This is an optimization exercise on Yosys and OpenROAD, whose aim is small area, a short achievable clock period and few clock cycles, not a production implementation. Only simulation tests tie the RTL to the original design; equivalence was not proved. Power and IR drop assume default switching activity.

### flow/constraint.sdc
create_clock -name core_clock -period 12.0 [get_ports {clk}]
set_input_delay 2.4000 -clock core_clock [delete_from_list [all_inputs] [get_ports {clk}]]
set_output_delay 2.4000 -clock core_clock [all_outputs]
set_load 0.01 [all_outputs]
### flow/design.v
module pft_lzd (
    input  wire        clk,
    input  wire        rst,           
    input  wire [7:0]  reg_addr,      
    input  wire        reg_we,
    input  wire [31:0] reg_wdata,
    output reg  [31:0] reg_rdata,
    output wire        irq,
    output reg         buf_en,
    output reg         buf_we,
    output reg  [16:0] buf_addr,
    output reg  [7:0]  buf_wdata,
    input  wire [7:0]  buf_rdata,
    output reg         out_re,
    output reg  [24:0] out_raddr,
    input  wire [7:0]  out_rdata,
    output reg         out_we,
    output reg  [24:0] out_waddr,
    output reg  [7:0]  out_wdata
);
    localparam [3:0] F_ALIGN   = 4'd2;
    localparam [3:0] F_OOB     = 4'd3;
    localparam [3:0] F_CSUM    = 4'd4;
    localparam [3:0] F_NOSIG   = 4'd5;
    localparam [3:0] F_OVERSZ  = 4'd6;
    localparam [3:0] F_INCOMPL = 4'd7;
    localparam [3:0] F_ZEROOFF = 4'd8;
    localparam [3:0] F_NOTRL   = 4'd9;
    localparam [3:0] F_OUTCAP  = 4'd10;
    localparam [3:0] F_OFFBEF  = 4'd11;
    localparam [3:0] F_ILLCMD  = 4'd12;
    localparam [4:0]
        S_IDLE  = 5'd0,
        S_CMD   = 5'd1,    
        S_CK    = 5'd2,    
        S_CKE   = 5'd3,    
        S_HDR   = 5'd4,    
        S_HDR1  = 5'd5,    
        S_HDRC  = 5'd6,    
        S_RAWC  = 5'd7,    
        S_RAW   = 5'd8,    
        S_RSKIP = 5'd9,    
        S_TOK   = 5'd10,   
        S_MSK1  = 5'd11,   
        S_CP1   = 5'd12,   
        S_EXT   = 5'd13,   
        S_CPC   = 5'd14,   
        S_CPY   = 5'd15,   
        S_TRL   = 5'd16,   
        S_TRL1  = 5'd17,   
        S_IV    = 5'd18,   
        S_XC    = 5'd19,   
        S_XR    = 5'd20,   
        S_XW    = 5'd21;   
    reg  [4:0]  state;
    reg  [1:0]  ctrl_op;
    reg         ctrl_endian;
    reg         ctrl_ie;
    reg         st_done;
    reg         st_err;
    reg  [3:0]  err_code;     
    reg         errf;         
    reg  [31:0] buf_len;
    reg  [7:0]  model;
    reg  [31:0] xbase, xivoff, xstart, xlen;
    reg  [17:0] ic;           
    reg  [25:0] oc;           
    reg  [31:0] iv0, iv1, iv2, iv3;    
    reg         kv;           
    reg  [17:0] sp;           
    reg  [31:0] acc;          
    reg         ckc;          
    reg  [22:0] cnt;          
    reg  [7:0]  s0;           
    reg  [15:0] blen;         
    reg  [15:0] rem;          
    reg  [16:0] mask;         
    reg         mflag;        
    reg  [10:0] offm1;        
    reg  [7:0]  hb;           
    reg         hv;           
    reg         sig_nz;       
    wire busy = (state != S_IDLE);
    assign irq = ctrl_ie & (st_done | st_err);
    wire [7:0] sbyte = hv ? hb : buf_rdata;
    wire cpy_last = (cnt == 23'd1);
    wire cpy_mrg;
    reg pop;                  
    always @* begin
        case (state)
            S_HDR, S_HDR1, S_TRL, S_TRL1, S_TOK, S_MSK1, S_CP1, S_EXT, S_RAW, S_RSKIP:
                pop = 1'b1;
            S_CPY:
                pop = cpy_mrg;
            default:
                pop = 1'b0;
        endcase
    end
    wire stream = (state >= S_CKE) && (state <= S_TRL1);
    wire [24:0] x_relh  = {blen, offm1[8:0]};
    wire [6:0]  x_b     = s0[6:0];                       
    wire [4:0]  kidx    = busy ? x_b[6:2] : reg_addr[6:2];
    wire [31:0] tmp0    = iv0 + ~iv2;
    wire [31:0] tmp1    = iv1 + ~iv3;
    wire [31:0] key_w;
    pft_lzd_key u_key (.idx(kidx), .tmp0(tmp0), .tmp1(tmp1),
                       .iv0(iv0), .iv1(iv1), .iv2(iv2), .iv3(iv3), .key(key_w));
    wire [31:0] x_mw    = key_w - {x_relh, 7'd0};
    wire [31:0] x_mword = acc;
    reg  [7:0]  x_mbyte;
    always @* begin
        case (ctrl_endian ? ~x_b[1:0] : x_b[1:0])
            2'd0: x_mbyte = x_mword[7:0];
            2'd1: x_mbyte = x_mword[15:8];
            2'd2: x_mbyte = x_mword[23:16];
            default: x_mbyte = x_mword[31:24];
        endcase
    end
    wire        xsel_iv = (state == S_IDLE) || (state == S_CMD);
    wire [31:0] xsum_b  = xsel_iv ? xivoff : xstart;
    wire [32:0] xsum    = {1'b0, xbase} + {1'b0, xsum_b};
    wire [18:0] xend    = {1'b0, xsum[17:0]} + (xsel_iv ? 19'd16 : {1'b0, xlen[17:0]});
    wire        x_hi    = (xbase[31:18] != 14'd0) || (xsum_b[31:18] != 14'd0) || xsum[18];
    wire        x_oob   = x_hi || (!xsel_iv && (xlen[31:18] != 14'd0)) ||
                          (xend > {1'b0, buf_len[17:0]});
    reg         xoob_r;
    always @(posedge clk) xoob_r <= x_oob;
    wire [10:0] cp_off   = {s0[7:5], sbyte};
    wire [22:0] cp_len   = {18'd0, s0[4:0]} + 23'd3;
    wire        cp_ext   = (s0[4:0] == 5'd7);
    wire [17:0] sp_inc  = sp + 18'd1;
    wire [22:0] cnt_nx  = cnt + ((state == S_EXT) ? {15'd0, sbyte} : 23'h7FFFFF);
    wire        ck_last = (sp_inc == buf_len[17:0]);
    wire [8:0]  ck_sum  = {1'b0, acc[7:0]} + {1'b0, buf_rdata} + {8'd0, ckc & (sp[1:0] != 2'd0)};
    wire [7:0]  ck_lane = ck_sum[7:0];
    wire        ck_cout = ck_sum[8];
    wire [25:0] oc_inc  = oc + 26'd1;
    wire [23:0] oc_plus = {1'b0, oc[22:0]} + {1'b0, cnt};
    wire        oc_over = oc[25] || (oc[24] && oc[23] && oc_plus[23] && (oc_plus[22:0] != 23'd0));
    wire [6:0]  oc_p6   = {1'b0, oc[5:0]} + {1'b0, cp_len[5:0]};
    wire        oc_ovcp = oc[25] || (oc[24] && oc[23] && (oc[22:6] == 17'h1FFFF) && (oc_p6 > 7'd64));
    reg  [15:0] hd_len;
    reg         hd_oversz;
    always @* begin
        hd_len    = blen;
        hd_oversz = 1'b0;
        if (blen == 16'hE000) begin
            if (model == 8'd1)      hd_len = 16'hC002;
            else if (model == 8'd2) hd_len = 16'h6000;
            else                    hd_oversz = 1'b1;
        end else if (blen > 16'h8000) begin
            hd_oversz = 1'b1;
        end
    end
    wire        sp_over  = cnt[22] || ({7'd0, hd_len} > cnt);
    wire        cke_ok   = (acc == 32'd0) && (buf_len[17:0] >= 18'h1F8) && sig_nz;
    wire        hd_raw1  = (model == 8'd1) && (blen == 16'hE000);
    wire        hd_raw2  = (model == 8'd2) && ((blen == 16'hE000) || (blen == 16'h6000));
    wire        rem0     = (rem == 16'd2);             
    wire        rem_lt2  = (rem[15:2] == 14'd0);       
    wire        rem1     = (rem == 16'd3);             
    wire        gv       = (mask[15:0] != 16'd0);      
    assign      cpy_mrg  = cpy_last && !rem_lt2 && (!gv || mask[16]);
    wire [17:0] t_pos    = ic + {16'd0, mflag, 1'b0};  
    reg  [4:0]  nstate;
    reg         flt;
    reg  [3:0]  fcode;
    reg  [31:0] fin, fval;
    reg         fin_done;
    always @* begin
        nstate   = state;
        flt      = 1'b0;
        fcode    = 4'd0;
        fin      = 32'd0;
        fval     = 32'd0;
        fin_done = 1'b0;
        case (state)
            S_CMD: begin
                if (ctrl_op == 2'd3) begin
                    flt = 1'b1; fcode = F_ILLCMD; fin = 32'd0; fval = 32'd3;
                end else if ((buf_len[31:18] != 14'd0) || (buf_len[17] && (buf_len[16:0] != 17'd0))) begin
                    flt = 1'b1; fcode = F_OOB; fin = buf_len; fval = 32'd0;
                end else if (ctrl_op == 2'd0) begin
                    if (buf_len[1:0] != 2'd0) begin
                        flt = 1'b1; fcode = F_CSUM; fin = buf_len; fval = {30'd0, buf_len[1:0]};
                    end else if (buf_len[17:0] == 18'd0) begin
                        flt = 1'b1; fcode = F_OOB; fin = 32'h1F6; fval = 32'd2;
                    end else begin
                        nstate = S_CK;
                    end
                end else begin
                    if (xoob_r) begin
                        flt = 1'b1; fcode = F_OOB; fin = xsum[31:0]; fval = 32'd16;
                    end else begin
                        nstate = S_IV;
                    end
                end
            end
            S_CK: if (ck_last) nstate = S_CKE;
            S_CKE: begin
                if (acc != 32'd0) begin
                    flt = 1'b1; fcode = F_CSUM; fin = 32'd0; fval = acc;
                end else if (buf_len[17:0] < 18'h1F8) begin
                    flt = 1'b1; fcode = F_OOB; fin = 32'h1F6; fval = 32'd2;
                end else if (!sig_nz) begin
                    flt = 1'b1; fcode = F_NOSIG; fin = 32'h1F6; fval = 32'd0;
                end else if (buf_len[17:0] < 18'h202) begin
                    flt = 1'b1; fcode = F_OOB; fin = 32'h200; fval = 32'd2;
                end else begin
                    nstate = S_HDR;
                end
            end
            S_HDR:  nstate = S_HDR1;
            S_HDR1: nstate = S_HDRC;
            S_HDRC: begin
                if (blen == 16'd0) begin
                    fin_done = 1'b1;
                end else if (hd_oversz) begin
                    flt = 1'b1; fcode = F_OVERSZ; fin = {14'd0, ic}; fval = {16'd0, blen};
                end else if (sp_over) begin
                    flt = 1'b1; fcode = F_INCOMPL; fin = {14'd0, ic}; fval = {16'd0, hd_len};
                end else if (hd_raw1 || hd_raw2) begin
                    nstate = S_RAWC;
                end else if (hd_len < 16'd2) begin
                    flt = 1'b1; fcode = F_NOTRL; fin = {14'd0, ic}; fval = {16'd0, hd_len};
                end else begin
                    nstate = (hd_len == 16'd2) ? S_TRL : S_TOK;
                end
            end
            S_RAWC: begin
                if (oc_over) begin
                    flt = 1'b1; fcode = F_OUTCAP; fin = {14'd0, ic}; fval = {9'd0, cnt};
                end else begin
                    nstate = S_RAW;
                end
            end
            S_RAW:   if (cnt == 23'd1) nstate = rem0 ? S_HDR : S_RSKIP;
            S_RSKIP: if (rem1) nstate = S_HDR;
            S_TOK: begin
                if (!gv) begin
                    if (rem_lt2) begin
                        flt = 1'b1; fcode = F_INCOMPL; fin = {14'd0, sp}; fval = {16'd0, blen};
                    end else begin
                        nstate = S_MSK1;
                    end
                end else if (!mask[16]) begin
                    if (rem0) begin
                        flt = 1'b1; fcode = F_INCOMPL; fin = {14'd0, sp}; fval = {16'd0, blen};
                    end else if (oc[25]) begin
                        flt = 1'b1; fcode = F_OUTCAP; fin = {14'd0, sp}; fval = 32'd1;
                    end else begin
                        nstate = rem1 ? S_TRL : S_TOK;
                    end
                end else begin
                    if (rem_lt2) begin
                        flt = 1'b1; fcode = F_INCOMPL; fin = {14'd0, sp}; fval = {16'd0, blen};
                    end else begin
                        nstate = S_CP1;
                    end
                end
            end
            S_MSK1: nstate = S_TOK;
            S_CP1: begin
                if (cp_ext) begin
                    nstate = S_EXT;
                end else if (cp_off == 11'd0) begin
                    flt = 1'b1; fcode = F_ZEROOFF; fin = {14'd0, t_pos}; fval = {9'd0, cp_len};
                end else if ((oc[25:11] == 15'd0) && (cp_off > oc[10:0])) begin
                    flt = 1'b1; fcode = F_OFFBEF; fin = {14'd0, t_pos}; fval = {21'd0, cp_off};
                end else if (oc_ovcp) begin
                    flt = 1'b1; fcode = F_OUTCAP; fin = {14'd0, t_pos}; fval = {9'd0, cp_len};
                end else begin
                    nstate = S_CPY;
                end
            end
            S_EXT: begin
                if (rem0) begin
                    flt = 1'b1; fcode = F_INCOMPL; fin = {14'd0, sp}; fval = {16'd0, blen};
                end else if (sbyte != 8'hFF) begin
                    nstate = S_CPC;
                end
            end
            S_CPC: begin
                if (offm1 == 11'h7FF) begin
                    flt = 1'b1; fcode = F_ZEROOFF; fin = {14'd0, t_pos}; fval = {9'd0, cnt};
                end else if ((oc[25:11] == 15'd0) && (offm1 >= oc[10:0])) begin
                    flt = 1'b1; fcode = F_OFFBEF; fin = {14'd0, t_pos}; fval = {21'd0, offm1 + 11'd1};
                end else if (oc_over) begin
                    flt = 1'b1; fcode = F_OUTCAP; fin = {14'd0, t_pos}; fval = {9'd0, cnt};
                end else begin
                    nstate = S_CPY;
                end
            end
            S_CPY: if (cpy_last) nstate = cpy_mrg ? (gv ? S_CP1 : S_MSK1) : (rem0 ? S_TRL : S_TOK);
            S_TRL: nstate = S_TRL1;
            S_TRL1: begin
                if ({s0, sbyte} != 16'd0) begin
                    flt = 1'b1; fcode = F_NOTRL; fin = {14'd0, ic}; fval = {16'd0, s0, sbyte};
                end else begin
                    nstate = S_HDR;
                end
            end
            S_IV: begin
                if (cnt[3:0] == 4'd0) begin
                    if (ctrl_op == 2'd2) fin_done = 1'b1;
                    else                 nstate = S_XC;
                end
            end
            S_XC: begin
                if (xstart[6:0] != 7'd0 || xlen[6:0] != 7'd0) begin
                    flt = 1'b1; fcode = F_ALIGN; fin = xstart; fval = xlen;
                end else if (xlen == 32'd0) begin
                    fin_done = 1'b1;
                end else if (xoob_r) begin
                    flt = 1'b1; fcode = F_OOB; fin = xsum[31:0]; fval = xlen;
                end else begin
                    nstate = S_XR;
                end
            end
            S_XR: nstate = S_XW;
            S_XW: if (cnt == 23'd1) fin_done = 1'b1; else nstate = S_XR;
            default: nstate = S_IDLE;
        endcase
        if (flt || fin_done) nstate = S_IDLE;
    end
    always @* begin
        buf_en    = 1'b0;
        buf_we    = 1'b0;
        buf_addr  = sp_inc[16:0];
        buf_wdata = buf_rdata ^ x_mbyte;
        out_re    = 1'b0;
        out_raddr = oc[24:0] + {14'h3FFF, ~((state == S_CP1) ? cp_off : offm1)} +
                    {24'd0, (state == S_CP1) || ((state == S_CPY) && (offm1 != 11'd0))};
        out_we    = 1'b0;
        out_waddr = oc[24:0];
        out_wdata = sbyte;
        case (state)
            S_CMD: begin
                buf_en = 1'b1;
                if (ctrl_op != 2'd0) buf_addr = xsum[16:0];
            end
            S_CK: begin
                buf_en = 1'b1;
                if (ck_last) buf_addr = 17'h200;
            end
            S_IV: buf_en = (cnt[3:0] != 4'd0);
            S_TOK: begin
                buf_en = 1'b1;
                out_we = gv & ~mask[16] & ~rem0 & ~oc[25];
            end
            S_RAW: begin
                buf_en = 1'b1;
                out_we = 1'b1;
            end
            S_CP1: begin
                buf_en = 1'b1;
                out_re = 1'b1;
            end
            S_CPC: out_re = 1'b1;
            S_CPY: begin
                buf_en    = pop;
                out_re    = 1'b1;
                out_we    = 1'b1;
                out_wdata = out_rdata;
            end
            S_XR: begin
                buf_en   = 1'b1;
                buf_addr = sp[16:0];
            end
            S_XW: begin
                buf_en   = 1'b1;
                buf_we   = 1'b1;
                buf_addr = sp[16:0];
            end
            default: buf_en = pop;
        endcase
    end
    always @* begin
        reg_rdata = 32'd0;
        if (reg_addr[7]) begin
            if (kv) reg_rdata = key_w;
        end else begin
            case (reg_addr[6:2])
                5'h00: reg_rdata = {27'd0, ctrl_ie, ctrl_endian, ctrl_op, 1'b0};
                5'h01: reg_rdata = {16'd0, 4'd0, st_err ? err_code : 4'd0, 5'd0, st_err, st_done, busy};
                5'h02: reg_rdata = buf_len;
                5'h03: reg_rdata = {24'd0, model};
                5'h04: reg_rdata = xbase;
                5'h05: reg_rdata = xivoff;
                5'h06: reg_rdata = xstart;
                5'h07: reg_rdata = xlen;
                5'h08: reg_rdata = {6'd0, oc};
                5'h09: reg_rdata = {14'd0, ic};
                5'h0A: reg_rdata = errf ? {blen, mask[15:0]} : 32'd0;
                5'h0B: reg_rdata = errf ? {6'd0, oc} : 32'd0;
                5'h0C: reg_rdata = errf ? acc : 32'd0;
                5'h0D: reg_rdata = 32'h0200_0000;
                5'h0E: reg_rdata = 32'h0002_0000;
                default: reg_rdata = 32'd0;
            endcase
        end
    end
    wire start = reg_we && (reg_addr == 8'h00) && !busy && reg_wdata[0];
    always @(posedge clk) begin
        if (rst) begin
            state       <= S_IDLE;
            ctrl_op     <= 2'd0;
            ctrl_endian <= 1'b0;
            ctrl_ie     <= 1'b0;
            st_done     <= 1'b0;
            st_err      <= 1'b0;
            errf        <= 1'b0;
            buf_len     <= 32'd0;
            model       <= 8'd0;
            xbase       <= 32'd0;
            xivoff      <= 32'd0;
            xstart      <= 32'd0;
            xlen        <= 32'd0;
            ic          <= 18'd0;
            oc          <= 26'd0;
            kv          <= 1'b0;
        end else begin
            if (reg_we) begin
                case (reg_addr)
                    8'h00: begin
                        ctrl_ie <= reg_wdata[4];
                        if (!busy) begin
                            ctrl_op     <= reg_wdata[2:1];
                            ctrl_endian <= reg_wdata[3];
                        end
                    end
                    8'h04: begin
                        if (reg_wdata[1]) st_done <= 1'b0;
                        if (reg_wdata[2]) st_err  <= 1'b0;
                    end
                    8'h08: if (!busy) buf_len <= reg_wdata;
                    8'h0C: if (!busy) model   <= reg_wdata[7:0];
                    8'h10: if (!busy) xbase   <= reg_wdata;
                    8'h14: if (!busy) xivoff  <= reg_wdata;
                    8'h18: if (!busy) xstart  <= reg_wdata;
                    8'h1C: if (!busy) xlen    <= reg_wdata;
                    default: ;
                endcase
            end
            if (start) begin
                st_done <= 1'b0;
                st_err  <= 1'b0;
                errf    <= 1'b0;
                ic      <= 18'd0;
                oc      <= 26'd0;
                state   <= S_CMD;
            end else begin
                state <= nstate;
            end
            if (flt) begin
                st_err <= 1'b1;
                errf   <= 1'b1;
            end
            if (fin_done) st_done <= 1'b1;
            if (state == S_IV && cnt[3:0] == 4'd0) kv <= 1'b1;
            if (state == S_CKE && cke_ok) ic <= 18'h200;
            if (!flt) case (state)
                S_HDRC: ic <= sp;                       
                S_RAW:  if (cnt == 23'd1 && rem0) ic <= sp_inc;
                S_RSKIP: if (rem1) ic <= sp_inc;
                S_TOK:  if (gv && !mask[16]) ic <= sp_inc;
                S_CPY:  if (cnt == 23'd1) ic <= sp;
                S_TRL1: ic <= sp_inc;
                S_XW:   if (cnt == 23'd1) ic <= sp_inc;
                default: ;
            endcase
            if (out_we) oc <= oc_inc;
        end
    end
    always @(posedge clk) begin
        hb <= sbyte;
        if (stream) begin
            hv <= ~pop;
            if (pop) sp <= sp_inc;
        end
        if (flt) err_code <= fcode;
        case (state)
            S_IDLE: sp <= 18'h3FFFF;        
            S_CMD: begin
                acc    <= 32'd0;
                ckc    <= 1'b0;
                sig_nz <= 1'b0;
                cnt    <= 23'd15;
                sp     <= (ctrl_op == 2'd0) ? 18'd0 : xsum[17:0];
            end
            S_CK: begin
                hv  <= 1'b0;
                acc <= {ck_lane, acc[31:8]};
                ckc <= ck_cout;
                if ((sp[17:1] == 17'h000FB) && (buf_rdata != 8'd0)) sig_nz <= 1'b1;
                sp  <= ck_last ? 18'h200 : sp_inc;
            end
            S_HDR:  s0   <= sbyte;
            S_HDR1: begin
                blen <= {s0, sbyte};
                cnt  <= {5'd0, buf_len[17:0]} - {5'd0, sp} - 23'd7;
            end
            S_HDRC: begin
                blen  <= hd_len;
                cnt   <= hd_raw1 ? 23'h00C000 : 23'h006000;
                rem   <= (hd_raw1 || hd_raw2) ? (hd_raw1 ? 16'd4 : 16'd2) : hd_len;
                mask  <= 17'd0;
                mflag <= 1'b0;
            end
            S_RAW:   cnt <= cnt_nx;
            S_RSKIP: rem <= rem - 16'd1;
            S_TOK: begin
                s0  <= sbyte;
                rem <= rem - 16'd1;
                if (!gv) begin
                    mflag <= 1'b1;
                end else begin
                    mask <= {mask[15:0], 1'b0};
                    if (!mask[16]) mflag <= 1'b0;
                end
            end
            S_MSK1: begin
                mask <= {s0, sbyte, 1'b1};
                rem  <= rem - 16'd1;
            end
            S_CP1: begin
                offm1 <= cp_off - 11'd1;
                cnt   <= cp_len;
                rem   <= rem - 16'd1;
            end
            S_EXT: begin
                cnt <= cnt_nx;
                rem <= rem - 16'd1;
            end
            S_CPY: begin
                cnt <= cnt_nx;
                if (cpy_last) mflag <= 1'b0;
                if (cpy_mrg) begin
                    s0  <= sbyte;
                    rem <= rem - 16'd1;
                    if (!gv) mflag <= 1'b1;
                    else     mask  <= {mask[15:0], 1'b0};
                end
            end
            S_TRL: s0 <= sbyte;
            S_IV: begin
                sp  <= sp_inc;
                cnt <= cnt_nx;
                if (ctrl_endian) iv3 <= {iv3[23:0], buf_rdata};
                else             iv3 <= {buf_rdata, iv3[31:8]};
                if (cnt[1:0] == 2'd0 && cnt[3:2] != 2'd0) begin
                    iv2 <= ctrl_endian ? {iv3[23:0], buf_rdata} : {buf_rdata, iv3[31:8]};
                    iv1 <= iv2;
                    iv0 <= iv1;
                end
            end
            S_XC: begin
                cnt  <= {5'd0, xlen[17:0]};
                sp   <= xsum[17:0];
                s0   <= 8'd0;
                blen <= xstart[31:16];
                offm1[8:0] <= xstart[15:7];
            end
            S_XR: if (x_b[1:0] == 2'd0) acc <= x_mw;
            S_XW: begin
                cnt <= cnt_nx;
                sp  <= sp_inc;
                s0  <= s0 + 8'd1;
                if (x_b == 7'd127) {blen, offm1[8:0]} <= x_relh + 25'd1;
            end
            default: ;
        endcase
        if (flt) begin
            acc        <= fval;               
            blen       <= fin[31:16];         
            mask[15:0] <= fin[15:0];
        end
    end
endmodule
module pft_lzd_key (
    input  wire [4:0]  idx,
    input  wire [31:0] tmp0, tmp1,
    input  wire [31:0] iv0, iv1, iv2, iv3,
    output wire [31:0] key
);
    wire [31:0] t = (idx[0] ? tmp1 : tmp0) ^ {32{idx[1]}};
    reg  [31:0] c;
    always @* begin
        case (idx[4:3])
            2'd0: c = iv0;
            2'd1: c = iv1;
            2'd2: c = iv2;
            default: c = iv3;
        endcase
    end
    wire [31:0] x = idx[2] ? t : ~(t ^ c);
    wire [31:0] y = idx[2] ? ~c : {t[30:0] | c[30:0], 1'b0};
    assign key = x + y;
endmodule
### flow/config.mk
export PLATFORM = sky130hd
export DESIGN_NAME = pft_lzd
export DESIGN_NICKNAME = pft_lzd
export VERILOG_FILES = /design/flow/design.v
export SDC_FILE = /design/flow/constraint.sdc
export NUM_CORES = 8
export LEC_CHECK = 0
export CAP_MARGIN = 20
export CORE_MARGIN = 2
export CORE_UTILIZATION = 35
export SETUP_SLACK_MARGIN = 3
export SLEW_MARGIN = 20
### flow/flow/run.sh
#!/bin/bash
# Own flow: the standard layout (standard.sh, unchanged synthesis), with the
# port buffers made of sky130_fd_sc_hd__buf_2 instead of the delay buffer that
# buffer_ports picks by default. Every port still gets its own buffer.
set -euo pipefail
W=$(pwd)
sed 's#^make -C \(.*\) "\${@:-finish}"$#make -C \1 "BUFFER_PORTS_ARGS=-buffer_cell sky130_fd_sc_hd__buf_2" "${@:-finish}"#' standard.sh > own_standard.sh
grep -q 'BUFFER_PORTS_ARGS=-buffer_cell sky130_fd_sc_hd__buf_2' own_standard.sh
bash own_standard.sh finish > make_finish.log 2>&1
test -s out/final.def
### flow/standard.sh
#!/bin/bash
# synth_recipe.tcl (not shown) runs the flow's synth.tcl, then flattens the netlist and writes it again
# the make line also repeats each setting of config.mk as NAME=value (left out here)
make -C /OpenROAD-flow-scripts/flow DESIGN_CONFIG=/design/flow/config.mk WORK_HOME=/design/flow/orfs CLKGATE_MAP_FILE= SYNTH_SCRIPT=/design/flow/synth_recipe.tcl "${@:-finish}"
==> flow_summary_export.csv, run 1 <==
group,metric,value,unit
final_layout,area_growth_syn_to_layout,13.9,%
floorplan,chipWidth,364,um
synth,syn_area,0.0455,mm2
synth,synthesis.area_per_instance,8.06,um2
placed_design,post-dp-hpwl,177000,um
detailed_routing,maxUsedRoutingLayer,"met5",
power_and_ir_drop,combPwrFrac,70.7,%
timing,transition_at_the_pin_with_the_smallest_max_transition_slack,1260,ps
power_and_ir_drop,power_density,321,mW/mm2
power_and_ir_drop,max-vdd-ir-drop,0.697,mV
final_layout,layout_commonest_cell,"sky130_fd_sc_hd__nand2_1",
synth,synth_edf_count,276,
clock_tree,clock_tree.buffer_depth,3,
final_layout,most-common-layout-cells,"sky130_fd_sc_hd__nand2_1 (828), sky130_fd_sc_hd__a21oi_1 (521), sky130_fd_sc_hd__nor2_1 (350), sky130_fd_sc_hd__ha_1 (350), sky130_fd_sc_hd__o21ai_0 (305)",
clock_tree,cts_num_sinks,511,
global_routing,largest_net_degree_at_the_start_of_global_routing,83,
detailed_routing,wl_final,235000,um
timing,timing.setup.tns,0,ps
floorplan,fp.coreArea,0.129,mm2
timing,tcrit_tclk_final,74.1,%
floorplan,die_area,0.133,mm2
critical_path,timing_worst_setup_path_type,"input pin to output pin",
global_routing,grt_pass1_vias,44500,
detailed_routing,detail_route.iter0.violations,7446,
power_and_ir_drop,power.switching,8.45,mW
clock_tree,clk_pin_slew,60,ps
power_and_ir_drop,power.internal,8.17,mW
critical_path,endpoint_arrival_time_on_the_critical_path,6500,ps
timing,finalHoldWorstSlack,463,ps
timing,final.min_clock_period,8900,ps
global_routing,number_of_antenna_violations_at_the_first_check_in_global_routing,36,
job,maxCapViolations,0,
global_routing,grt_pass1_wl,326000,um
synth,synth-seq-cells,511,
synth,synth_cell_types,100,
placed_design,buffer_ports.inserted,178,
clock_tree,cts_buffers,66,
synth,yosys_most_used_dff,"sky130_fd_sc_hd__edfxtp_1",
floorplan,core.rowCount,132,
timing,max_freq,0.112,GHz
clock_tree,cts-htree-levels,3,
final_layout,sequential_cell_area,0.0130,mm2
critical_path,crit_required,9600,ps
final_layout,final_layout_size_suffix_gt1_share,12.2,%
detailed_routing,wl_met1,91800,um
detailed_routing,drc,0,
global_routing,global_route.usage.total,34.0,%
status,status,"timing/DRC/antenna clean",
synth,synth_cells,5644,
timing,setup-violations-final,0,
synth,synth_fp_nets,6072,
detailed_routing,routed_via_density,6.46,
final_layout,fillCellCount,13300,
critical_path,startpoint_type,"input pin",
timing,timing.slew.headroom,15.5,%
clock_tree,clk_latency,710,ps
critical_path,highest_fanout_seen_on_the_critical_path,23,
final_layout,multiInputGateArea,0.0306,mm2
detailed_routing,met3_wirelength,30900,um
power_and_ir_drop,power.share.sequential,16.3,%
detailed_routing,remaining_number_of_nets_flagged_by_the_antenna_check_after_routing,0,
power_and_ir_drop,leakagePower,20.7,nW
worst_hold_path,min-delay-path-class,"flop to flop",
global_routing,grt.overflow.total,0,
clock_tree,tritoncts,"built",
placed_design,gp_congestion,1.05,
timing,clock_skew,51.7,ps
detailed_routing,num_vias,48900,
timing,finalMaxSlewViolations,0,
timing,rsz0062_at_grt,"yes",
clock_tree,clk_root_buffer_cell,"sky130_fd_sc_hd__clkbuf_16",
critical_path,timing.critical_path.to_type,"output pin",
synth,sequential_to_total_area_share_from_yosys_stat,28.6,%
detailed_routing,routed_wire_length_per_instance,31.0,um
floorplan,dieHeight,364,um
detailed_routing,met2RoutedLength,96800,um
final_layout,finalNetCount,6187,
floorplan,io_pins,179,
detailed_routing,drt_pre_antenna_iters,12,
timing,hold_viol_final,0,
power_and_ir_drop,p_clk_share,13.0,%
synth,postSynth.asyncResetShare,0,%
power_and_ir_drop,power.share.switching,50.9,%
synth,synth-warning-count,2,
floorplan,initial_core_util,35.2,%
[stage by stage]
stage               setup slack (ps)  cells  utilization [%]  instance area, um2  total power [mW]
floorplan                       3020   5644                -               45500              10.3
global placement                2210   7388             37.6               48500              13.3
detailed placement              2200   7388             37.6               48500              13.4
CTS                             2850   7525             39.6               51100              15.8
global route                    2840   7557             40.1               51800              17.6
finish                          3100   7568             40.1               51800              16.6
[what timing repair did]
item / in CTS / in global routing
setup endpoints to repair: 29 / 30
gates resized for setup: 39 / 79
gates cloned: 2 / 1
pin swaps: 6 / 42
hold buffers: 0 / 0
buffers inserted: 13 / 29
[path summary, 6_finish.rpt]
kind,from,endpoint,slack [ps],depth (start not counted)
max,reg_addr[5],reg_rdata[31],3100,22
min reg2reg,xlen[14],xlen[14],460,2
min,xlen[14],xlen[14],460,2
max reg2reg,blen[12],acc[1],3870,19
[power groups by stage]
stage          Sequential (mW)  Combinational [mW]  Clock [mW]
2_1_floorplan             2.37                7.92           0
3_3_place_gp              2.69                10.6           0
3_5_place_dp              2.69                10.7           0
4_1_cts                   2.65                11.0        2.16
5_1_grt                   2.68                12.7        2.23
6_report                  2.71                11.8        2.15
[synthesized netlist by cell type, types with 16 or more instances]
cell type | count | area, um2
sky130_fd_sc_hd__clkbuf_1 | 268 | 1010
sky130_fd_sc_hd__o221ai_1 | 18 | 158
sky130_fd_sc_hd__mux4_2 | 40 | 901
sky130_fd_sc_hd__edfxtp_1 | 276 | 8290
sky130_fd_sc_hd__o22ai_1 | 29 | 181
sky130_fd_sc_hd__xnor2_1 | 247 | 2160
sky130_fd_sc_hd__nor2b_1 | 56 | 350
sky130_fd_sc_hd__a21oi_1 | 540 | 2700
sky130_fd_sc_hd__a221oi_1 | 55 | 482
sky130_fd_sc_hd__buf_1 | 19 | 71.3
sky130_fd_sc_hd__nor3_1 | 91 | 455
sky130_fd_sc_hd__o21bai_1 | 42 | 315
sky130_fd_sc_hd__xor2_1 | 112 | 981
sky130_fd_sc_hd__a2111oi_0 | 16 | 140
sky130_fd_sc_hd__a22o_1 | 61 | 534
sky130_fd_sc_hd__or4_1 | 17 | 128
sky130_fd_sc_hd__and3_1 | 67 | 419
sky130_fd_sc_hd__nor2_1 | 366 | 1370
sky130_fd_sc_hd__a31o_2 | 18 | 158
sky130_fd_sc_hd__o211ai_1 | 35 | 263
sky130_fd_sc_hd__ha_1 | 355 | 4440
sky130_fd_sc_hd__o21a_1 | 43 | 323
sky130_fd_sc_hd__mux2i_1 | 101 | 1010
sky130_fd_sc_hd__nor4_1 | 61 | 382
sky130_fd_sc_hd__nand2b_1 | 41 | 257
sky130_fd_sc_hd__nand3_1 | 158 | 791
sky130_fd_sc_hd__o21ai_0 | 318 | 1590
sky130_fd_sc_hd__nand2_1 | 832 | 3120
sky130_fd_sc_hd__a31oi_1 | 58 | 363
sky130_fd_sc_hd__a211oi_1 | 49 | 368
sky130_fd_sc_hd__nand4_1 | 55 | 344
sky130_fd_sc_hd__and2_1 | 22 | 138
sky130_fd_sc_hd__a22oi_1 | 93 | 698
sky130_fd_sc_hd__buf_4 | 28 | 210
sky130_fd_sc_hd__inv_1 | 304 | 1140
sky130_fd_sc_hd__or2_2 | 23 | 144
sky130_fd_sc_hd__a21o_1 | 113 | 848
sky130_fd_sc_hd__a222oi_1 | 74 | 741
sky130_fd_sc_hd__mux2_2 | 17 | 191
sky130_fd_sc_hd__dfxtp_1 | 235 | 4700
sky130_fd_sc_hd__or3_1 | 32 | 200
sky130_fd_sc_hd__a211o_1 | 16 | 140
[critical path: stages]
cell	delay (ps)
sky130_fd_sc_hd__buf_2	220
sky130_fd_sc_hd__mux2i_4	280
sky130_fd_sc_hd__buf_12	160
sky130_fd_sc_hd__buf_12	190
sky130_fd_sc_hd__mux4_2	340
sky130_fd_sc_hd__inv_1	70
sky130_fd_sc_hd__ha_1	220
sky130_fd_sc_hd__mux2i_1	140
sky130_fd_sc_hd__ha_2	330
sky130_fd_sc_hd__a21o_1	180
sky130_fd_sc_hd__a21oi_2	150
sky130_fd_sc_hd__o21ai_1	100
sky130_fd_sc_hd__nand3b_1	200
sky130_fd_sc_hd__o211ai_1	250
sky130_fd_sc_hd__nand2b_1	130
sky130_fd_sc_hd__a21oi_4	200
sky130_fd_sc_hd__o31ai_4	80
sky130_fd_sc_hd__a21o_1	180
sky130_fd_sc_hd__a21oi_2	180
sky130_fd_sc_hd__xor2_1	180
sky130_fd_sc_hd__o22ai_1	110
sky130_fd_sc_hd__buf_2	170
[metal layers]
metal | up-vias | global-route usage [%]
li1 | 21000 | -
met1 | 23800 | 44.2
met2 | 3267 | 49.6
met3 | 747 | 11.2
met4 | 20 | 18.2
met5 | - | 0
[final cells by class]
cell class                 instances  area share (%)
multi-input combinational       4498            59.0
sequential                       511            25.1
timing repair buffer             375            4.95
tap                             1742            4.21
clock buffer                      79            3.42
inverter                         307            2.23
clock inverter                    43            1.00
antenna                           13          0.0628
[kinds of logic (layout without fill, tap and decap cells)]
logic type               count (synthesis)  count (layout)  share of synthesized area [%]
XOR/XNOR                               360             360                           6.96
buffers and inverters                  636             804                           5.55
multiplexers                           161             161                           4.72
other                                    0              13                              0
flip-flops                             511             511                           28.6
AND/OR/NAND/NOR                       1882            1882                           19.0
AO/OA/AOI/OAI                         1725            1726                           24.8
adder cells (fa/ha/maj)                369             369                           10.4
Testbench counts, summed over its fixed seeds: cycles 425,930.
==> inputs of run 2 (changes only) <==
--- a/flow/config.mk
+++ b/flow/config.mk
@@ -10,3 +10,4 @@
 export CORE_UTILIZATION = 35
 export SETUP_SLACK_MARGIN = 3
 export SLEW_MARGIN = 20
+export TNS_END_PERCENT = 5
==> flow_summary_export.csv, run 2 <==
group,metric,value,unit
synth,synth_area_leader_cell,"sky130_fd_sc_hd__edfxtp_1",
synth,sequential_to_total_area_share_from_yosys_stat,28.6,%
clock_tree,cts-htree-levels,3,
clock_tree,clk_root_buffer_cell,"sky130_fd_sc_hd__clkbuf_16",
detailed_routing,detail_route.iter0.violations,7226,
timing,tcrit_tclk_final,74.9,%
floorplan,initial_core_util,35.2,%
synth,yosys_most_used_dff,"sky130_fd_sc_hd__edfxtp_1",
placed_design,buffer_ports.inserted,178,
power_and_ir_drop,max-vdd-ir-drop,0.569,mV
detailed_routing,drc,0,
global_routing,grt_pass1_wl,323000,um
worst_hold_path,min-delay-path-class,"flop to flop",
clock_tree,clock_tree.buffer_depth,3,
critical_path,endpoint_arrival_time_on_the_critical_path,6590,ps
power_and_ir_drop,power.internal,8.03,mW
timing,transition_at_the_pin_with_the_smallest_max_transition_slack,1180,ps
timing,finalMaxSlewViolations,0,
detailed_routing,num_vias,48300,
synth,syn_area,0.0455,mm2
synth,postSynth.asyncResetShare,0,%
critical_path,crit_required,9600,ps
global_routing,largest_net_degree_at_the_start_of_global_routing,97,
global_routing,grt_use_met1,43.8,%
timing,final.min_clock_period,8990,ps
final_layout,area_growth_syn_to_layout,13.2,%
detailed_routing,drt_pre_antenna_iters,13,
timing,setup-violations-final,0,
detailed_routing,wl_final,233000,um
global_routing,grt.overflow.total,0,
critical_path,highest_fanout_seen_on_the_critical_path,5,
job,maxCapViolations,0,
detailed_routing,routed_wire_length_per_instance,30.8,um
timing,timing.slew.headroom,20.5,%
timing,hold_viol_final,0,
detailed_routing,remaining_number_of_nets_flagged_by_the_antenna_check_after_routing,0,
clock_tree,tritoncts,"built",
power_and_ir_drop,p_clk_share,12.8,%
power_and_ir_drop,power.switching,8.28,mW
synth,yosys.area.top_type_share,18.2,%
floorplan,chipWidth,364,um
clock_tree,cts_buffers,67,
clock_tree,clk_pin_slew,60,ps
global_routing,grt_pass1_vias,44100,
critical_path,startpoint_type,"input pin",
floorplan,dieHeight,364,um
power_and_ir_drop,power.share.switching,50.8,%
synth,synth_cell_types,100,
placed_design,gp_congestion,1.06,
synth,synthesis.area_per_instance,8.06,um2
final_layout,finish.utilization,39.9,%
floorplan,io_pins,179,
synth,synth_fp_nets,6072,
detailed_routing,routed_via_density,6.39,
power_and_ir_drop,combPwrFrac,70.5,%
synth,post-synth-top-count-cell,"sky130_fd_sc_hd__nand2_1",
timing,max_freq,0.111,GHz
synth,netlist_top_cells_area,"sky130_fd_sc_hd__edfxtp_1 (18%), sky130_fd_sc_hd__dfxtp_1 (10%), sky130_fd_sc_hd__ha_1 (9.8%)",
timing,rsz0062_at_grt,"yes",
power_and_ir_drop,power.share.sequential,16.7,%
synth,netlist_top_cells_count,"sky130_fd_sc_hd__nand2_1 (832), sky130_fd_sc_hd__a21oi_1 (540), sky130_fd_sc_hd__nor2_1 (366)",
synth,synth-warning-count,2,
placed_design,post-dp-hpwl,177000,um
timing,clock_skew,44.3,ps
global_routing,gr-max-usage-layer,"met2",
global_routing,use_met3,10.6,%
final_layout,final_layout_size_suffix_gt1_share,11.7,%
clock_tree,clk_latency,690,ps
floorplan,fp.coreArea,0.129,mm2
floorplan,die_area,0.133,mm2
power_and_ir_drop,power_density,317,mW/mm2
power_and_ir_drop,leakagePower,20.6,nW
final_layout,most-common-layout-cells,"sky130_fd_sc_hd__nand2_1 (829), sky130_fd_sc_hd__a21oi_1 (524), sky130_fd_sc_hd__nor2_1 (351)",
clock_tree,cts_num_sinks,511,
global_routing,global_route.usage.total,33.6,%
synth,synth-seq-cells,511,
status,status,"timing/DRC/antenna clean",
final_layout,layout_commonest_cell,"sky130_fd_sc_hd__nand2_1",
critical_path,timing_worst_setup_path_type,"input pin to output pin",
timing,timing.setup.tns,0,ps
floorplan,core.rowCount,132,
global_routing,number_of_antenna_violations_at_the_first_check_in_global_routing,26,
synth,synth_edf_count,276,
final_layout,finalNetCount,6178,
critical_path,timing.critical_path.to_type,"output pin",
synth,synth_cells,5644,
global_routing,gr_layer_usage_met2,49.5,%
## run 2: cells by family after synthesis
family,share of synthesized area [%]
and+or+nand+nor,19.0
AOI/OAI and AO/OA,24.8
adders and majority gates,10.4
buffers and inverters,5.55
muxes,4.72
DFF,28.6
xor gates and xnor gates,6.96
## run 2: through the flow
stage	cell area [um2]	total power [mW]	hold slack (ps)	std cells	setup WS (ps)
floorplan	45500	10.3	444	5644	2820
global placement	48500	13.3	458	7384	1910
detailed placement	48500	13.4	462	7384	1930
CTS	51200	15.8	470	7531	2970
global route	51400	17.3	496	7545	2830
finish	51500	16.3	474	7561	3010
## run 2: routing by layer
layer / up-vias / wire [um]
met5: - / 150
li1: 21000 / -
met4: 16 / 14500
met1: 23500 / 92800
met2: 3076 / 97000
met3: 705 / 28200
## run 2: final timing paths
path / startpoint / cells after the start / slack (ps) / endpoint
max reg2reg: state[2] / 33 / 3860 / xoob_r
min reg2reg: xivoff[21] / 2 / 470 / xivoff[21]
min: xivoff[21] / 2 / 470 / xivoff[21]
max: reg_addr[6] / 24 / 3010 / reg_rdata[30]
## run 2: power groups by stage
stage	Clock [mW]	Combinational, mW	Sequential [mW]
after detailed placement	0	10.7	2.70
after CTS	2.10	11.1	2.67
after global placement	0	10.6	2.71
final	2.08	11.5	2.73
after global routing	2.16	12.4	2.70
after floorplan	0	7.92	2.37
## run 2: worst max-delay path: stages
cell                        delay [ps]
sky130_fd_sc_hd__buf_4             170
sky130_fd_sc_hd__a21oi_4           200
sky130_fd_sc_hd__buf_4             140
sky130_fd_sc_hd__mux4_2            490
sky130_fd_sc_hd__inv_1              70
sky130_fd_sc_hd__ha_1              210
sky130_fd_sc_hd__mux2i_1           150
sky130_fd_sc_hd__ha_2              200
sky130_fd_sc_hd__inv_1              50
sky130_fd_sc_hd__fa_2              350
sky130_fd_sc_hd__nor2b_1           130
sky130_fd_sc_hd__o21ai_1            90
sky130_fd_sc_hd__a21boi_1          180
sky130_fd_sc_hd__o21ai_2           100
sky130_fd_sc_hd__a211oi_2          220
sky130_fd_sc_hd__buf_4             170
sky130_fd_sc_hd__a31oi_4           130
sky130_fd_sc_hd__o2111ai_2         260
sky130_fd_sc_hd__nand2_1            90
sky130_fd_sc_hd__o21ai_1           150
sky130_fd_sc_hd__a21o_1            160
sky130_fd_sc_hd__xor2_2             80
sky130_fd_sc_hd__a31o_2            240
sky130_fd_sc_hd__buf_2             130
## run 2: what timing repair did
action | 4_1_cts | 5_1_grt
buffers inserted | 23 | 13
pin swaps | 9 | 21
gates cloned | 2 | 1
hold buffers | 0 | 0
endpoints found under the setup margin | 32 | 25
gates resized for setup | 40 | 40
## run 2: cell type report
type	instances	area, um2
antenna	16	40.0
clock buffer	91	1870
clock inverter	31	360
fill	13300	77700
inverter	307	1160
multi-input combinational	4498	30500
sequential	511	13000
tap	1742	2180
timing repair buffer	365	2430
==> inputs of run 3 (changes only) <==
==> flow/flow/run.sh (replaced) <==
#!/bin/bash
# Own flow: the standard layout (standard.sh, unchanged synthesis), with the
# port buffers made of sky130_fd_sc_hd__buf_1 instead of the delay buffer that
# buffer_ports picks by default. Every port still gets its own buffer.
set -euo pipefail
W=$(pwd)
sed 's#^make -C \(.*\) "\${@:-finish}"$#make -C \1 "BUFFER_PORTS_ARGS=-buffer_cell sky130_fd_sc_hd__buf_1" "${@:-finish}"#' standard.sh > own_standard.sh
grep -q 'BUFFER_PORTS_ARGS=-buffer_cell sky130_fd_sc_hd__buf_1' own_standard.sh
bash own_standard.sh finish > make_finish.log 2>&1
test -s out/final.def
--- a/flow/config.mk
+++ b/flow/config.mk
@@ -10,4 +10,3 @@
 export CORE_UTILIZATION = 35
 export SETUP_SLACK_MARGIN = 3
 export SLEW_MARGIN = 20
-export TNS_END_PERCENT = 5
==> flow_summary_export.csv, run 3 <==
group,metric,value,unit
synth,synth_fp_nets,6072,
synth,postSynth.asyncResetShare,0,%
timing,finalHoldWorstSlack,477,ps
detailed_routing,wl_met1,90000,um
floorplan,core.rowCount,132,
timing,post-route-worst-setup-slack,3110,ps
detailed_routing,met3_wirelength,30500,um
final_layout,final_layout_size_suffix_gt1_share,9.42,%
synth,synth_cells,5644,
final_layout,layout_commonest_cell,"sky130_fd_sc_hd__nand2_1",
power_and_ir_drop,power.internal,8.14,mW
power_and_ir_drop,combPwrFrac,70.5,%
clock_tree,cts_num_sinks,511,
detailed_routing,maxUsedRoutingLayer,"met5",
power_and_ir_drop,power_density,320,mW/mm2
detailed_routing,drc,0,
placed_design,placed_area,0.0484,mm2
placed_design,post-dp-hpwl,175000,um
timing,hold_viol_final,0,
synth,netlist_top_cells_count,"sky130_fd_sc_hd__nand2_1 (832), sky130_fd_sc_hd__a21oi_1 (540), sky130_fd_sc_hd__nor2_1 (366)",
detailed_routing,num_vias,48800,
detailed_routing,routed_wire_length_per_instance,30.6,um
floorplan,chipWidth,364,um
clock_tree,clock_tree.buffer_depth,3,
critical_path,endpoint_arrival_time_on_the_critical_path,6490,ps
critical_path,critical_path.cell_chain,"buf_12 -> a21oi_4 -> buf_12 -> buf_12 -> mux4_2 -> inv_1 -> ha_1 -> mux2i_1 -> ha_1 -> a21o_1 -> a21o_1 -> a21o_1 -> a31oi_1 -> o21ai_1 -> a31oi_4 -> o2111ai_2 -> nand2_1 -> o21ai_1 -> a21o_1 -> xor2_1 -> a31o_2 -> buf_6",
power_and_ir_drop,p_clk_share,13.2,%
critical_path,highest_fanout_seen_on_the_critical_path,8,
clock_tree,clk_pin_slew,50,ps
critical_path,max_stage_delay,540,ps
status,status,"timing/DRC/antenna clean",
floorplan,fp.coreArea,0.129,mm2
synth,synth-warning-count,2,
timing,timing.setup.tns,0,ps
detailed_routing,remaining_number_of_nets_flagged_by_the_antenna_check_after_routing,0,
synth,synth_area_leader_cell,"sky130_fd_sc_hd__edfxtp_1",
critical_path,worstRegToRegCells,18,
clock_tree,cts-htree-levels,3,
power_and_ir_drop,p_total,16.5,mW
clock_tree,tritoncts,"built",
detailed_routing,met2RoutedLength,95100,um
critical_path,reg2reg_to,"mask[10]",
critical_path,timing.reg2reg.setup_slack,3970,ps
power_and_ir_drop,leakagePower,20.2,nW
timing,setup-violations-final,0,
global_routing,number_of_antenna_violations_at_the_first_check_in_global_routing,26,
clock_tree,hold_buffers,0,
floorplan,initial_core_util,35.2,%
critical_path,critPathLaunch,"reg_addr[6]",
synth,synth-seq-cells,511,
clock_tree,clk_latency,730,ps
timing,transition_at_the_pin_with_the_smallest_max_transition_slack,1280,ps
power_and_ir_drop,max-vdd-ir-drop,0.582,mV
timing,rsz0062_at_grt,"yes",
final_layout,most-common-layout-cells,"sky130_fd_sc_hd__nand2_1 (826), sky130_fd_sc_hd__a21oi_1 (513), sky130_fd_sc_hd__nor2_1 (351), sky130_fd_sc_hd__ha_1 (351), sky130_fd_sc_hd__o21ai_0 (304)",
power_and_ir_drop,power.switching,8.39,mW
synth,sequential_to_total_area_share_from_yosys_stat,28.6,%
timing,max_freq,0.113,GHz
synth,synthesis.area_per_instance,8.06,um2
placed_design,pre_cts_ws,1790,ps
placed_design,buffer_ports.inserted,178,
floorplan,die_area,0.133,mm2
detailed_routing,routed_via_density,6.43,
synth,synth_edf_count,276,
critical_path,worst_path_max_delay_cell,"sky130_fd_sc_hd__mux4_2",
critical_path,r2r-start,"blen[12]",
detailed_routing,drt_pre_antenna_iters,10,
synth,yosys_most_used_dff,"sky130_fd_sc_hd__edfxtp_1",
job,maxCapViolations,0,
synth,syn_area,0.0455,mm2
critical_path,critical-path-top-cell-by-count,"sky130_fd_sc_hd__a21o_1",
timing,final.min_clock_period,8890,ps
placed_design,gp_congestion,1.07,
global_routing,grt_pass1_vias,44200,
detailed_routing,detail_route.iter0.violations,7393,
critical_path,crit_required,9600,ps
global_routing,global_route.usage.total,33.6,%
global_routing,largest_net_degree_at_the_start_of_global_routing,93,
synth,post-synth-top-count-cell,"sky130_fd_sc_hd__nand2_1",
critical_path,startpoint_type,"input pin",
synth,netlist_top_cells_area,"sky130_fd_sc_hd__edfxtp_1 (18%), sky130_fd_sc_hd__dfxtp_1 (10%), sky130_fd_sc_hd__ha_1 (9.8%)",
synth,synth_cell_types,100,
global_routing,grt_pass1_wl,324000,um
floorplan,io_pins,179,
final_layout,finalNetCount,6191,
clock_tree,clk_root_buffer_cell,"sky130_fd_sc_hd__clkbuf_16",
final_layout,area_growth_syn_to_layout,13.7,%
critical_path,timing.critical_path.to_type,"output pin",
detailed_routing,wl_final,232000,um
timing,clock_skew,66.3,ps
clock_tree,cts_buffers,68,
worst_hold_path,min-delay-path-class,"flop to flop",
power_and_ir_drop,power.share.sequential,16.4,%
synth,yosys.area.top_type_share,18.2,%
critical_path,timing_worst_setup_path_type,"input pin to output pin",
power_and_ir_drop,power.share.switching,50.8,%
final_layout,design_area,0.0517,mm2
floorplan,dieHeight,364,um
global_routing,grt.overflow.total,0,
timing,timing.slew.headroom,14.6,%
critical_path,worst_setup_path_endpoint,"reg_rdata[30]",
timing,finalMaxSlewViolations,0,
timing,tcrit_tclk_final,74.1,%
==> run 3: changes by cell type in the layout (fill, tap and decap cells not counted), moves of 5 or more <==
cell | before | now
sky130_fd_sc_hd__buf_1 | 0 | 171
sky130_fd_sc_hd__a21oi_1 | 524 | 513
sky130_fd_sc_hd__clkinv_1 | 9 | 4
sky130_fd_sc_hd__buf_12 | 5 | 11
sky130_fd_sc_hd__a21oi_2 | 17 | 27
sky130_fd_sc_hd__buf_2 | 174 | 3
==> run 3: what timing repair did <==
action / 4_1_cts / 5_1_grt
setup buffers: 18 / 17
pin swaps: 12 / 43
setup endpoints to repair: 39 / 34
gates cloned: 4 / 1
resized for setup: 54 / 80
==> run 3: per-layer routing <==
metal	vias to the layer above	global-route usage, %
li1	21100	-
met1	23400	43.8
met2	3465	48.8
met3	765	10.4
met4	22	19.4
met5	-	0
==> run 3: through the flow <==
step | instances | util, %
finish | 7579 | 40.0
global route | 7561 | 40.0
CTS | 7539 | 39.6
detailed placement | 7393 | 37.5
global placement | 7393 | 37.4
floorplan | 5644 | -
==> run 3: cell families (layout without fill, tap and decap cells) <==
family	Yosys count	in the layout	share of synthesized area [%]
AO/OA/AOI/OAI	1725	1725	24.8
XOR/XNOR	360	360	6.96
adder cells (fa/ha/maj)	369	369	10.4
buffers and inverters	636	808	5.55
flip-flops	511	511	28.6
multiplexers	161	162	4.72
other	0	20	0
AND/OR/NAND/NOR	1882	1882	19.0
==> run 3: worst min path at each step <==
stage | from | end | slack [ps] | depth (start not counted)
floorplan | iv2[0] | iv1[0] | 440 | 0
global placement | xivoff[21] | xivoff[21] | 460 | 2
detailed placement | iv2[27] | iv1[27] | 460 | 0
CTS | iv2[18] | iv1[18] | 470 | 0
global route | xivoff[2] | xivoff[2] | 500 | 2
finish | iv2[18] | iv1[18] | 480 | 0
==> run 3: critical path, delay by kind of cell <==
family	cells	cell delay, ps
xor gates and xnor gates	1	150
and+or+nand+nor	1	110
adders and majority gates	2	510
AOI/OAI and AO/OA	11	1950
muxes	2	720
buffers and inverters	5	610
==> run 3: cell type report <==
cell class	instances	area (um2)
antenna	20	50.0
fill	13300	77500
sequential	511	13000
multi-input combinational	4498	30600
clock buffer	95	1960
clock inverter	29	342
inverter	307	1160
timing repair buffer	377	2440
tap	1742	2180
==> run 3: power groups by stage <==
stage	logic [mW]	registers (mW)	clock network (mW)
2_1_floorplan	7.92	2.37	0
3_3_place_gp	10.6	2.69	0
3_5_place_dp	10.7	2.68	0
4_1_cts	11.0	2.65	2.18
5_1_grt	12.5	2.67	2.24
6_report	11.6	2.70	2.17
==> inputs of run 4 (changes only) <==
--- a/flow/config.mk
+++ b/flow/config.mk
@@ -8,5 +8,6 @@
 export CAP_MARGIN = 20
 export CORE_MARGIN = 2
 export CORE_UTILIZATION = 35
+export GPL_TIMING_DRIVEN = 0
 export SETUP_SLACK_MARGIN = 3
 export SLEW_MARGIN = 20
==> flow_summary_export.csv, run 4 <==
group,metric,value,unit
detailed_routing,detail_route.iter0.violations,7374,
clock_tree,cts_num_sinks,511,
floorplan,fp.coreArea,0.129,mm2
floorplan,chipWidth,364,um
clock_tree,cts-htree-levels,3,
floorplan,dieHeight,364,um
critical_path,critical_path.cell_chain,"clkbuf_1 -> inv_1 -> nor2_1 -> a21oi_4 -> buf_12 -> buf_4 -> mux4_2 -> inv_1 -> ha_1 -> mux2i_2 -> ha_1 -> a211o_1 -> o211ai_1 -> a211o_1 -> a21oi_4 -> o211ai_1 -> nand2b_1 -> a21oi_4 -> o31ai_4 -> a21o_1 -> a21oi_4 -> xor2_2 -> o22ai_2 -> buf_2",
synth,synthesized_area_fraction_occupied_by_xor_and_xnor_cells,6.96,%
critical_path,max_stage_delay,850,ps
floorplan,initial_core_util,35.2,%
power_and_ir_drop,leakagePower,20.5,nW
synth,yosys_most_used_dff,"sky130_fd_sc_hd__edfxtp_1",
global_routing,grt_pass1_vias,45800,
detailed_routing,drt_pre_antenna_iters,11,
placed_design,buffer_ports.inserted,172,
detailed_routing,wl_final,260000,um
placed_design,placed_cells,7578,
synth,synth_cell_types,100,
synth,synth_fa_ha_area_share,10.4,%
final_layout,fillCellCount,13400,
synth,synth_area_leader_cell,"sky130_fd_sc_hd__edfxtp_1",
timing,hold_viol_final,0,
detailed_routing,routed_via_density,6.42,
synth,synth_edf_count,276,
placed_design,gp_congestion,1.06,
synth,sequential_to_total_area_share_from_yosys_stat,28.6,%
clock_tree,clk_latency,710,ps
clock_tree,clock_tree.buffer_depth,3,
clock_tree,clk_pin_slew,60,ps
final_layout,area_growth_syn_to_layout,15.8,%
status,status,"timing/DRC/antenna clean",
timing,timing.slew.headroom,11.5,%
synth,synthesis.area_per_instance,8.06,um2
critical_path,endpoint_arrival_time_on_the_critical_path,6730,ps
critical_path,cell_family_contributing_the_most_delay_on_the_critical_path,"compound AO/OA/AOI/OAI gates",
timing,finalMaxSlewViolations,0,
synth,netlist_top_cells_area,"sky130_fd_sc_hd__edfxtp_1 (18%), sky130_fd_sc_hd__dfxtp_1 (10%), sky130_fd_sc_hd__ha_1 (9.8%)",
timing,setup-violations-final,0,
detailed_routing,routed_wire_length_per_instance,33.4,um
critical_path,worst_path_max_delay_cell,"sky130_fd_sc_hd__clkbuf_1",
critical_path,critical-path-top-cell-by-count,"sky130_fd_sc_hd__a21oi_4",
synth,netlist_top_cells_count,"sky130_fd_sc_hd__nand2_1 (832), sky130_fd_sc_hd__a21oi_1 (540), sky130_fd_sc_hd__nor2_1 (366)",
critical_path,crit_buf_inv,6,
final_layout,final_layout_size_suffix_gt1_share,9.09,%
timing,max_freq,0.110,GHz
synth,syn_area,0.0455,mm2
clock_tree,tritoncts,"built",
global_routing,grt.overflow.total,0,
synth,synth-warning-count,2,
synth,post-synth-top-count-cell,"sky130_fd_sc_hd__nand2_1",
timing,tcrit_tclk_final,76.1,%
synth,synthSimpleGateAreaFrac,19.0,%
final_layout,finalNetCount,6401,
critical_path,timing_worst_setup_path_type,"flop to output pin",
clock_tree,cts_buffers,68,
critical_path,startpoint_type,"flop",
synth,synth_fp_nets,6072,
critical_path,highest_fanout_seen_on_the_critical_path,8,
final_layout,most-common-layout-cells,"sky130_fd_sc_hd__nand2_1 (830), sky130_fd_sc_hd__a21oi_1 (515), sky130_fd_sc_hd__nor2_1 (359)",
placed_design,post-dp-hpwl,206000,um
final_layout,instances_no_fill,7783,
timing,finalHoldWorstSlack,468,ps
worst_hold_path,min-delay-path-class,"flop to flop",
global_routing,number_of_antenna_violations_at_the_first_check_in_global_routing,36,
floorplan,io_pins,179,
global_routing,largest_net_degree_at_the_start_of_global_routing,24,
synth,synth-seq-cells,511,
timing,clock_skew,45.3,ps
clock_tree,clk_root_buffer_cell,"sky130_fd_sc_hd__clkbuf_16",
detailed_routing,drc,0,
timing,final.min_clock_period,9130,ps
power_and_ir_drop,power_density,333,mW/mm2
global_routing,grt_pass1_wl,354000,um
global_routing,global_route.usage.total,37.8,%
floorplan,die_area,0.133,mm2
detailed_routing,num_vias,50000,
synth,synth_compound_area_share,24.8,%
final_layout,layout_commonest_cell,"sky130_fd_sc_hd__nand2_1",
floorplan,core.rowCount,132,
synth,synth_cells,5644,
critical_path,timing.critical_path.to_type,"output pin",
synth,synth.mux.area_fraction,4.72,%
timing,transition_at_the_pin_with_the_smallest_max_transition_slack,1320,ps
synth,postSynth.asyncResetShare,0,%
detailed_routing,remaining_number_of_nets_flagged_by_the_antenna_check_after_routing,0,
final_layout,finish.utilization,40.8,%
power_and_ir_drop,max-vdd-ir-drop,0.690,mV
synth,yosys.area.top_type_share,18.2,%
timing,rsz0062_at_grt,"yes",
critical_path,crit_required,9600,ps
synth,synth_top_family_by_area,"compound AO/OA/AOI/OAI gates",
timing,timing.setup.tns,0,ps
job,maxCapViolations,0,
==> run 4: cell types whose count changed in the layout (fill, tap and decap cells not counted), moves of 13 or more <==
cell and delta:
sky130_fd_sc_hd__clkbuf_1 +230, sky130_fd_sc_hd__buf_2 +20, sky130_fd_sc_hd__buf_6 +13, sky130_fd_sc_hd__clkbuf_2 +19
sky130_fd_sc_hd__buf_4 -83
==> run 4: metal layers <==
metal,up-vias,wire (um),global-route usage [%]
li1,21500,-,-
met1,24500,106000,50.5
met2,3234,106000,54.3
met3,694,31000,11.2
met4,28,16000,20.8
met5,-,181,0
==> run 4: kinds of logic (layout without fill, tap and decap cells) <==
family / Yosys count / in the layout
AO/OA/AOI/OAI: 1725 / 1725
XOR/XNOR: 360 / 360
adder cells (fa/ha/maj): 369 / 369
buffers and inverters: 636 / 1019
flip-flops: 511 / 511
multiplexers: 161 / 161
other: 0 / 14
AND/OR/NAND/NOR: 1882 / 1882
==> run 4: final cells by class <==
cell class / count / area [um2] / share of cell area [%]
timing repair buffer: 259 / 1530 / 2.90
clock inverter: 27 / 338 / 0.641
antenna: 14 / 35.0 / 0.0665
clock buffer: 97 / 2030 / 3.85
sequential: 511 / 13000 / 24.7
tap: 1742 / 2180 / 4.14
multi-input combinational: 4497 / 30800 / 58.5
inverter: 307 / 1160 / 2.19
buffer: 329 / 1630 / 3.09
==> run 4: per-stage QoR <==
step / setup WS (ps) / area [um2] / power, mW
after floorplan: 3020 / 45500 / 10.3
after global placement: 697 / 48300 / 13.5
after detailed placement: 851 / 48700 / 13.7
after CTS: 2950 / 52100 / 16.6
after global routing: 2740 / 52600 / 18.5
final: 2870 / 52700 / 17.5
==> run 4: final timing paths <==
check / startpoint / cells after the start / slack [ps] / end
worst max-delay path: s0[6] / 24 / 2870 / reg_rdata[31]
worst min-delay path: iv2[8] / 0 / 470 / iv1[8]
worst max register to register: s0[6] / 33 / 3470 / acc[30]
worst min register to register: iv2[8] / 0 / 470 / iv1[8]
==> run 4: worst register-to-register path: cells and delay by family (launching register included) <==
kind	cells	cell delay [ps]
compound gates	16	3420
buf+inv	6	1760
fa+ha+maj	3	880
simple gates	4	820
mux	2	670
flops	1	360
xor+xnor	2	340
==> run 4: what timing repair did <==
item | in CTS | in global routing
hold buffers | 0 | 0
buffers inserted | 44 | 22
pin swaps | 40 | 48
setup endpoints to repair | 77 | 37
gates cloned | 1 | 0
gates resized for setup | 169 | 106
==> run 4: power breakdown <==
part | leakage [nW] | switching [mW] | internal, mW
Sequential | 4.43 | 0.533 | 2.19
Combinational | 15.0 | 7.49 | 5.09
Clock | 1.15 | 0.944 | 1.28
==> inputs of run 5 (changes only) <==
--- a/flow/config.mk
+++ b/flow/config.mk
@@ -7,7 +7,6 @@
 export LEC_CHECK = 0
 export CAP_MARGIN = 20
 export CORE_MARGIN = 2
-export CORE_UTILIZATION = 35
-export GPL_TIMING_DRIVEN = 0
+export CORE_UTILIZATION = 45
 export SETUP_SLACK_MARGIN = 3
 export SLEW_MARGIN = 20
==> flow_summary_export.csv, run 5 <==
group,metric,value,unit
detailed_routing,routed_via_density,6.85,
timing,rsz0062_at_grt,"yes",
detailed_routing,routed_wire_length_per_instance,32.3,um
critical_path,timing_worst_setup_path_type,"input pin to output pin",
power_and_ir_drop,p_total,17.1,mW
timing,transition_at_the_pin_with_the_smallest_max_transition_slack,1210,ps
final_layout,most-common-layout-cells,"sky130_fd_sc_hd__nand2_1 (828), sky130_fd_sc_hd__a21oi_1 (516), sky130_fd_sc_hd__nor2_1 (352)",
clock_tree,clk_latency,700,ps
synth,synth_edf_count,276,
final_layout,finalNetCount,6210,
timing,timing.slew.headroom,18.7,%
synth,synth_fp_nets,6072,
timing,timing.setup.tns,0,ps
timing,finalMaxSlewViolations,0,
final_layout,final_layout_size_suffix_gt1_share,9.68,%
global_routing,grt_pass1_vias,43700,
synth,netlist_top_cells_count,"sky130_fd_sc_hd__nand2_1 (832), sky130_fd_sc_hd__a21oi_1 (540), sky130_fd_sc_hd__nor2_1 (366)",
synth,synth_cells,5644,
synth,synthesis.area_per_instance,8.06,um2
synth,netlist_top_cells_area,"sky130_fd_sc_hd__edfxtp_1 (18%), sky130_fd_sc_hd__dfxtp_1 (10%), sky130_fd_sc_hd__ha_1 (9.8%)",
timing,tcrit_tclk_final,74.5,%
placed_design,pre_cts_ws,1840,ps
floorplan,core.rowCount,116,
critical_path,critical_path.cell_chain,"buf_12 -> a21oi_4 -> buf_6 -> mux4_2 -> inv_2 -> ha_4 -> mux2i_1 -> ha_2 -> inv_2 -> fa_2 -> nor2b_1 -> o21ai_1 -> a21boi_1 -> o21ai_2 -> a211oi_2 -> buf_4 -> a31oi_4 -> o2111ai_2 -> nand2_1 -> o21ai_1 -> a21o_1 -> xor2_1 -> a31o_2 -> buf_6",
detailed_routing,met2RoutedLength,90800,um
detailed_routing,met3_wirelength,33700,um
detailed_routing,detail_route.iter0.violations,8356,
synth,synth_area_leader_cell,"sky130_fd_sc_hd__edfxtp_1",
synth,post-synth-top-count-cell,"sky130_fd_sc_hd__nand2_1",
placed_design,buffer_ports.inserted,178,
power_and_ir_drop,leakagePower,20.4,nW
critical_path,startpoint_type,"input pin",
detailed_routing,num_vias,49000,
floorplan,fp.coreArea,0.100,mm2
timing,final.min_clock_period,8940,ps
global_routing,grt_pass1_wl,320000,um
final_layout,area_growth_syn_to_layout,12.9,%
detailed_routing,remaining_number_of_nets_flagged_by_the_antenna_check_after_routing,0,
clock_tree,cts-htree-levels,3,
clock_tree,cts_num_sinks,511,
clock_tree,clk_pin_slew,50,ps
timing,clock_skew,56.2,ps
floorplan,io_pins,179,
placed_design,gp_congestion,1.09,
critical_path,highest_fanout_seen_on_the_critical_path,5,
synth,sequential_to_total_area_share_from_yosys_stat,28.6,%
synth,syn_area,0.0455,mm2
synth,synth-warning-count,2,
detailed_routing,wl_final,231000,um
floorplan,initial_core_util,45.4,%
timing,max_freq,0.112,GHz
final_layout,layout_commonest_cell,"sky130_fd_sc_hd__nand2_1",
timing,hold_viol_final,0,
synth,synth-seq-cells,511,
floorplan,die_area,0.104,mm2
detailed_routing,drc,0,
clock_tree,clk_root_buffer_cell,"sky130_fd_sc_hd__clkbuf_16",
critical_path,endpoint_arrival_time_on_the_critical_path,6540,ps
global_routing,grt.overflow.total,0,
synth,yosys_most_used_dff,"sky130_fd_sc_hd__edfxtp_1",
worst_hold_path,min-delay-path-class,"flop to flop",
placed_design,post-dp-hpwl,176000,um
global_routing,number_of_antenna_violations_at_the_first_check_in_global_routing,31,
critical_path,timing.critical_path.to_type,"output pin",
clock_tree,clock_tree.buffer_depth,3,
critical_path,worst_path_max_delay_cell,"sky130_fd_sc_hd__mux4_2",
timing,post-route-worst-setup-slack,3060,ps
clock_tree,cts_buffers,68,
clock_tree,tritoncts,"built",
detailed_routing,drt_pre_antenna_iters,14,
detailed_routing,maxUsedRoutingLayer,"met5",
clock_tree,hold_buffers,0,
critical_path,timing.reg2reg.setup_slack,4050,ps
critical_path,max_stage_delay,530,ps
floorplan,chipWidth,322,um
power_and_ir_drop,max-vdd-ir-drop,0.703,mV
synth,postSynth.asyncResetShare,0,%
floorplan,dieHeight,322,um
global_routing,largest_net_degree_at_the_start_of_global_routing,102,
detailed_routing,wl_met1,90400,um
global_routing,global_route.usage.total,42.8,%
power_and_ir_drop,power_density,333,mW/mm2
status,status,"timing/DRC/antenna clean",
timing,setup-violations-final,0,
critical_path,crit_required,9600,ps
job,maxCapViolations,0,
synth,synth_cell_types,100,
final_layout,fillCellCount,9818,
synth,yosys.area.top_type_share,18.2,%
-- run 5: kinds of logic after synthesis --
family | Yosys count | synth area share (%)
fa+ha+maj | 369 | 10.4
compound gates | 1725 | 24.8
flops | 511 | 28.6
xor+xnor | 360 | 6.96
simple gates | 1882 | 19.0
buf+inv | 636 | 5.55
mux | 161 | 4.72
-- run 5: metal layers --
metal	global-route usage, %	up-vias
met2	59.0	3560
met4	23.9	28
met5	0.709	-
li1	-	21100
met3	16.6	802
met1	56.6	23500
-- run 5: final cells by class --
type,instances,area [um2],area share (%)
multi-input cells,4497,30600,59.5
flip-flops and latches,511,13000,25.3
repair buffers,397,2590,5.04
clock buffers,96,1960,3.81
well taps,1298,1620,3.16
inverters,307,1150,2.25
clock inverters,29,414,0.807
diodes,16,40.0,0.0780
-- run 5: power breakdown --
part	leakage (nW)	internal, mW	total [mW]	switching, mW
clock	1.15	1.29	2.22	0.935
sequential	4.43	2.19	2.67	0.480
combinational	14.8	4.88	12.2	7.34
-- run 5: path summary, 6_finish.rpt --
check / end / start / depth (start not counted)
setup / recovery: reg_rdata[30] / reg_addr[6] / 24
hold / removal: xivoff[24] / xivoff[24] / 2
hold reg to reg: xivoff[24] / xivoff[24] / 2
setup reg to reg: acc[29] / blen[12] / 19
-- run 5: timing repair --
item                                    4_1_cts  5_1_grt
pin swaps                                    10       53
endpoints found under the setup margin       29       30
setup buffers                                24       32
gates cloned                                  1        3
resized for setup                            52       83
-- run 5: stage by stage --
| stage | hold slack [ps] | instance area (um2) | instances | utilization, % |
|---|---|---|---|---|
| after floorplan | 444 | 45500 | 5644 | - |
| after global placement | 453 | 47800 | 6947 | 47.7 |
| after detailed placement | 465 | 47800 | 6949 | 47.7 |
| after CTS | 472 | 50600 | 7099 | 50.5 |
| after global routing | 491 | 51300 | 7139 | 51.2 |
| final | 473 | 51300 | 7151 | 51.2 |
-- run 5: worst max-delay path: cells and delay by family --
| kind | cells | cell delay [ps] |
|---|---|---|
| AND/OR/NAND/NOR | 2 | 190 |
| multiplexers | 2 | 670 |
| AO/OA/AOI/OAI | 10 | 1630 |
| XOR/XNOR | 1 | 180 |
| buffers and inverters | 6 | 680 |
| adder cells (fa/ha/maj) | 3 | 780 |

Check on run 5: ideal ports give 3.065 ns setup slack; a clkbuf_16 on the clock port and buf_2 on the inputs give 2.964 ns; moving port delays by the midpoint clock arrival (0.753 ns) as well gives 2.964 ns.
